This design comes from an exercise in tuning for small area, a short achievable clock period and few clock cycles per item on the open sky130 flow, not from production work.
In this exercise RTL edits were held to simulation tests only and were not proved equivalent to the original.
No activity file was given, so power comes from the tool's default toggle rates.

==> flow/design.v <==
module u64_norm (
    input  wire [63:0] n,
    output wire [63:0] y,
    output wire [5:0]  lz,
    output wire        pow2
);
    wire [63:0] s5 = (n[63:32]  == 0) ? {n[31:0],  32'd0} : n;
    wire [63:0] s4 = (s5[63:48] == 0) ? {s5[47:0], 16'd0} : s5;
    wire [63:0] s3 = (s4[63:56] == 0) ? {s4[55:0],  8'd0} : s4;
    wire [63:0] s2 = (s3[63:60] == 0) ? {s3[59:0],  4'd0} : s3;
    wire [63:0] s1 = (s2[63:62] == 0) ? {s2[61:0],  2'd0} : s2;
    wire [63:0] s0 = (s1[63]    == 0) ? {s1[62:0],  1'd0} : s1;
    assign y  = s0;
    assign lz = {n[63:32] == 0, s5[63:48] == 0, s4[63:56] == 0,
                 s3[63:60] == 0, s2[63:62] == 0, s1[63] == 0};
    function automatic [1:0] oh2(input [1:0] a, input [1:0] b);
        oh2 = {a[1] | b[1] | (a[0] & b[0]), a[0] | b[0]};
    endfunction
    reg [1:0] t [0:126];
    integer i;
    always @* begin
        for (i = 0; i < 64; i = i + 1) t[63 + i] = {1'b0, n[i]};
        for (i = 62; i >= 0; i = i - 1) t[i] = oh2(t[2*i+1], t[2*i+2]);
    end
    assign pow2 = t[0][0] & ~t[0][1];
endmodule
module div_step (
    input  wire [53:0] r,
    input  wire [52:0] d,
    input  wire        inc,
    output wire        q,
    output wire [53:0] r_next
);
    wire [54:0] t = {1'b0, r} - {2'b00, d} - {54'd0, inc};
    assign q      = ~t[54];
    assign r_next = q ? {t[52:0], 1'b0} : {r[52:0], 1'b0};
endmodule
module cdivr (
    input  wire         clk,
    input  wire         rst,
    input  wire         in_valid,
    output wire         in_ready,
    input  wire [127:0] a,
    input  wire [63:0]  n,
    output reg          out_valid,
    output wire [127:0] y
);
    reg        st_idle, st_norm, st_div, st_fin;
    reg [4:0]  cnt;
    reg        any_lt;
    reg [63:0] d;
    reg        d_inc;
    reg        s   [0:1];
    reg [12:0] e   [0:1];    
    reg [55:0] q   [0:1];    
    reg [53:0] rem [0:1];    
    reg        stk [0:1];    
    reg        frc [0:1];    
    reg        nan [0:1];    
    reg        nodiv;        
    assign in_ready = st_idle;
    assign y = {s[1], e[1][10:0], q[1][52:1], s[0], e[0][10:0], q[0][52:1]};
    wire [63:0] dn;
    wire [5:0]  lz;
    wire        pow2;
    u64_norm u_norm (.n(d), .y(dn), .lz(lz), .pow2(pow2));
    wire        dz    = (d == 64'd0);
    wire        dninc = dn[10] & ((|dn[9:0]) | dn[11]);
    wire [52:0] md    = d[63:11];
    wire [1:0] qa, qb;
    wire [53:0] r1 [0:1];
    wire [53:0] r2 [0:1];
    wire [1:0] cond;
    wire [62:0] rnd [0:1];
    genvar c;
    generate for (c = 0; c < 2; c = c + 1) begin : g_c
        div_step u_s1 (.r(rem[c]), .d(md), .inc(d_inc), .q(qa[c]), .r_next(r1[c]));
        div_step u_s2 (.r(r1[c]),  .d(md), .inc(d_inc), .q(qb[c]), .r_next(r2[c]));
        assign cond[c] = ~frc[c] & (q[c][55] | q[c][54] | e[c][12] | (e[c][11:0] == 12'd0));
        wire        st     = stk[c] | (~nodiv & (|rem[c]));
        wire [10:0] efield = frc[c] ? 11'h7ff : (q[c][53] ? e[c][10:0] : 11'd0);
        wire [51:0] frac   = frc[c] ? {nan[c], 51'd0} : q[c][52:1];
        wire        rinc   = ~frc[c] & q[c][0] & (st | q[c][1]);
        assign rnd[c] = {efield, frac} + {62'd0, rinc};
    end endgenerate
    wire fin_shift = cond[0] | cond[1];
    always @(posedge clk) begin
        if (rst) begin
            st_idle   <= 1'b1;
            st_norm   <= 1'b0;
            st_div    <= 1'b0;
            st_fin    <= 1'b0;
            out_valid <= 1'b0;
        end else begin
            out_valid <= 1'b0;
            if (st_idle && in_valid) begin
                st_idle <= 1'b0;
                st_norm <= 1'b1;
            end
            if (st_norm) begin
                st_norm <= 1'b0;
                if (pow2 || dz) st_fin <= 1'b1;
                else            st_div <= 1'b1;
            end
            if (st_div && (cnt == 5'd27 || (cnt == 5'd26 && !any_lt))) begin
                st_div <= 1'b0;
                st_fin <= 1'b1;
            end
            if (st_fin && !fin_shift) begin
                st_fin    <= 1'b0;
                st_idle   <= 1'b1;
                out_valid <= 1'b1;
            end
        end
    end
    integer k;
    always @(posedge clk) begin
        if (st_norm) cnt <= 5'd0;
        else         cnt <= cnt + 5'd1;
        if (st_div && cnt == 5'd0) any_lt <= ~qa[0] | ~qa[1];
        if (st_idle) d <= n;
        if (st_norm) begin
            d     <= dn;
            d_inc <= dninc;
            nodiv <= pow2 | dz;
        end
        for (k = 0; k < 2; k = k + 1) begin
            if (st_idle) begin
                s[k] <= a[64*k + 63];
                e[k] <= {2'b00, a[64*k + 62 -: 11]};
                q[k] <= {3'b000, a[64*k + 51 -: 52], 1'b0};
            end
            if (st_norm) begin : norm
                reg        xe0, xe1, xf0, xzero, xinf, xnan;
                xe0   = (e[k][10:0] == 11'd0);
                xe1   = (e[k][10:0] == 11'h7ff);
                xf0   = (q[k][52:1] == 52'd0);
                xzero = xe0 & xf0;
                xinf  = xe1 & xf0;
                xnan  = xe1 & ~xf0;
                nan[k] <= xnan | (dz & xzero);
                frc[k] <= xnan | xinf | dz;
                stk[k] <= 1'b0;
                e[k]   <= (xe0 ? 13'd1 : {2'b00, e[k][10:0]}) - 13'd63 + {7'd0, lz};
                q[k][53] <= ~xe0;
                if (!(pow2 || dz)) q[k][1] <= 1'b0;
                rem[k] <= {1'b0, ~xe0, q[k][52:1]};
            end
            if (st_div) begin
                q[k]   <= {q[k][53:0], qa[k], qb[k]};
                rem[k] <= r2[k];
                if (cnt == 5'd27) e[k] <= e[k] - 13'd2;
            end
            if (st_fin) begin
                if (fin_shift) begin
                    if (cond[k]) begin
                        q[k]   <= {1'b0, q[k][55:1]};
                        e[k]   <= e[k] + 13'd1;
                        stk[k] <= stk[k] | q[k][0];
                    end
                end else begin
                    e[k][10:0] <= rnd[k][62:52];
                    q[k][52:1] <= rnd[k][51:0];
                end
            end
        end
    end
endmodule
==> flow/run.sh <==
#!/bin/bash
# synth_recipe.tcl (not shown) runs the flow's synth.tcl, then flattens the netlist and writes it again
# the make line also repeats each setting of config.mk as NAME=value (left out here)
make -C /OpenROAD-flow-scripts/flow DESIGN_CONFIG=/design/flow/config.mk WORK_HOME=/design/flow/orfs CLKGATE_MAP_FILE= SYNTH_SCRIPT=/design/flow/synth_recipe.tcl finish
==> flow/config.mk <==
export PLATFORM = sky130hd
export DESIGN_NAME = cdivr
export DESIGN_NICKNAME = cdivr
export VERILOG_FILES = /design/flow/design.v
export SDC_FILE = /design/flow/constraint.sdc
export NUM_CORES = 4
export LEC_CHECK = 0
export CAP_MARGIN = 20
export CORE_MARGIN = 2
export CORE_UTILIZATION = 40
export SLEW_MARGIN = 20
==> flow/constraint.sdc <==
create_clock -name core_clock -period 14.0 [get_ports {clk}]
set_input_delay 2.8000 -clock core_clock [delete_from_list [all_inputs] [get_ports {clk}]]
set_output_delay 2.8000 -clock core_clock [all_outputs]
set_load 0.01 [all_outputs]
==> run notes <==
==> how the worst max path moves through the flow <==
stage | start | slack (ns) | end | cells after the start
final | d[11] | 4.45 | rem[1][46] | 28
after CTS | d[11] | 4.67 | rem[1][46] | 28
after detailed placement | d[11] | 4.73 | rem[1][46] | 28
after floorplan | d[11] | 6.07 | rem[1][48] | 34
after global placement | d[14] | 4.88 | rem[1][46] | 27
after global routing | d[11] | 4.05 | rem[1][46] | 28
==> registers in the layout, indices dropped and copies added, names as in the netlist, 2 cells and up <==
name	count
q	112
cnt	5
e	26
frc	2
nan	2
stk	2
d	64
s	2
rem	108
==> area by class of cell <==
| cell class | count | area share, % |
|---|---|---|
| inverter | 628 | 4.741 |
| tap | 1488 | 3.732 |
| clock buffer | 63 | 2.596 |
| sequential | 331 | 16.94 |
| antenna | 2 | 0.01003 |
| timing repair buffer | 453 | 8.468 |
| clock inverter | 21 | 0.5042 |
| multi-input combinational | 4616 | 63.01 |
==> where the power goes <==
group          total (mW)  internal [mW]  switching (mW)
Combinational        9.11           3.61            5.51
Sequential           1.60           1.24           0.367
Clock                1.27          0.708           0.558
==> per-layer routing <==
layer  vias up  share of wire, %  track usage, %
met5         -              0.17               0
met4        14               3.9           10.86
met3       440                12           8.614
met2      2650                42           48.47
met1     22110                42           43.74
li1      21450                 -               -
==> cell usage in the layout, fill, tap and decap left out, types with 19 or more instances in the layout <==
master,Yosys,routed
clkbuf_16,0,46
dfxtp_1,150,146
nor4_1,75,75
a211oi_1,35,35
mux2_2,64,64
o21bai_1,39,39
nor3_1,77,77
clkdlybuf4s50_1,0,324
or3_1,25,25
o21a_1,33,33
nand2_1,535,534
edfxtp_1,181,181
a21o_1,151,151
nor2_1,506,504
inv_1,623,620
nand4_1,89,89
o21ai_0,434,434
a31oi_1,55,54
nand3b_1,21,21
o22ai_1,49,49
nand3_1,135,135
and3_1,61,60
buf_4,140,128
xnor2_1,203,203
and2_1,27,27
a22oi_1,74,73
xor2_1,140,140
mux2i_1,267,267
nor3b_1,20,20
o211ai_1,57,57
and4_1,20,20
nor2b_1,58,57
ha_1,443,443
nand2b_1,47,46
a21oi_1,539,539
o31ai_1,19,19
==> cells by family after synthesis <==
family	synth area share (%)
and+or+nand+nor	18.46
AOI/OAI and AO/OA	24.05
buffers and inverters	11.04
adders and majority gates	12.87
muxes	7.991
xor gates and xnor gates	6.718
DFF	18.87
==> run notes <==
placed cell area = 48330 µm²
clock latency on the worst-skew pair = 0.67 ns
HP Class = reg -> reg
Syn Inst Count = 6104
final core utilization = 45.01%
final instance count without filler cells = 7602
PwrDens = 240.2 nW/µm²
worst hold endpoint = cnt[0]
commonest cells in the netlist = inv_1, a21oi_1, nand2_1
Site Rows = 122
Fin. Hold Viols = 0
CTS max path bufs = 3
GRT Resource Usage Total = 32.03%
Synth Warn # = 17
setup ws final = 4.447 ns
core area = 110800 µm²
Setup-failing EPs final = 0
area leader, netlist = ha_1
main area contributors after synthesis = ha_1, edfxtp_1, dfxtp_1, a21oi_1, mux2i_1
Cells on Worst Hold Path = 1
Max Cap Violations = 0
Seq. cell area = 8451 µm²
Post-synth EDFFs = 181
type of origin of the critical path = register
die area = 114500 µm²
clock period minus worst slack = 9.553 ns
Total Power = 11.98 mW
Avg Cell Area, Syn = 7.326 µm²
RD Place Congestion = 0.9867
via count = 46660
clk sinks = 331
synth unique cells = 100
grt total ovfl = 0
Pre-Repair DR Iteration Count = 7
Req. time, crit path = 14.41 ns
H-tree depth = 2
r2r setup slk = 4.45 ns
Root Buffer = clkbuf_16
Seq/Total Area, Yosys = 18.87%
# hold bufs at CTS = 0
worst hold slack = 0.4683 ns
number of global-route vias before repair = 43180
hold wc startpoint = cnt[0]
R2R Path Start = d[11]
Max stage delay cell, worst path = o32ai_1
largest net degree at the start of global routing = 147
final WL = 192300 µm
Pleak = 21.61 nW
Synth-to-Final Area Change = 11.56%
RR Endpoint = rem[1][46]
status = no timing/DRC/antenna violations
Die H = 338.4 µm
final setup TNS = 0 ns
Nets = 6721
top cell type's share of synthesized area = 12.40%
Cells after DPL = 7516
initial antenna violation count = 13
multi-input logic area = 31430 µm²
Max Slew Vio Count = 0
Starting Density = 40.35%
post-synth design cell area = 44720 µm²
Final ANT Viol Nets = 0
post-cts resize count = 0
Setup crit end kind = register
Max Clk Rate = 104.7 MHz
CP peak stage delay = 0.70 ns
top-count cell post-synth = inv_1
final instance area = 49880 µm²
Buf/Inv on CP = 3
clock slew at reported path FFs = 0.06 ns
Post CTS Setup Buffer Count = 0
Top FF cell, synth = edfxtp_1
DRC viols = 0
Reg2Reg Depth = 28
Die X = 338.4 µm
Vias/cell = 6.138
RSZ-0062 raised after global routing = no
pre-CTS WS = 4.725 ns
Synth Net Count = 6750
Seq cells post-synth = 331
Initial DRC Count = 5389
wire per inst = 25.30 µm
dpl hpwl = 144100 µm
first-pass GRT wire length = 281900 µm
relative slew slack = 23.25%
fin crit share = 68.24%
Peak VDD IR = 0.0002247 V
asr flop ratio synth = 0%
Clock Skew = 0.02911 ns
layout cells sized above 1 = 5.383%
Top Ports = 325
CTS tree = done
Num CTS Buffers = 45
CP Class = reg -> reg
crit path max fanout = 55
CP delay by family, top = compound AO/OA/AOI/OAI gates
Critical Path AT = 9.96 ns
worst slew pin tran = 1.148 ns
# port buffers = 324
# fillers = 11410
Testbench counts, summed over its fixed seeds: cycles 27,298, items 1,600.

[afterwards: timing with drivers on the ports]
How much do the figures lean on ideal ports? The routed layout below was timed once more, with nothing changed but the port constraints. Step 1, drivers: a clkbuf_16 drives clk and a buf_2 each remaining input, both assumed. Step 2 times the ports against the registers' clock, not the clock port: input delays grow and output delays shrink by t, the midpoint of the rising clock arrivals with the driver on. a / b / c = ideal ports / drivers / drivers and shift; a / b = the first two.
t, ns: 0.730
setup slack, ns: 4.447 / 4.447 / 4.447
worst setup path after step 2: register to register
cell pins on the clock port's net: 1
After both steps this run still meets setup and hold. For this run, drivers alone change the setup slack by 0.000 ns; drivers and shift together by 0.000 ns.
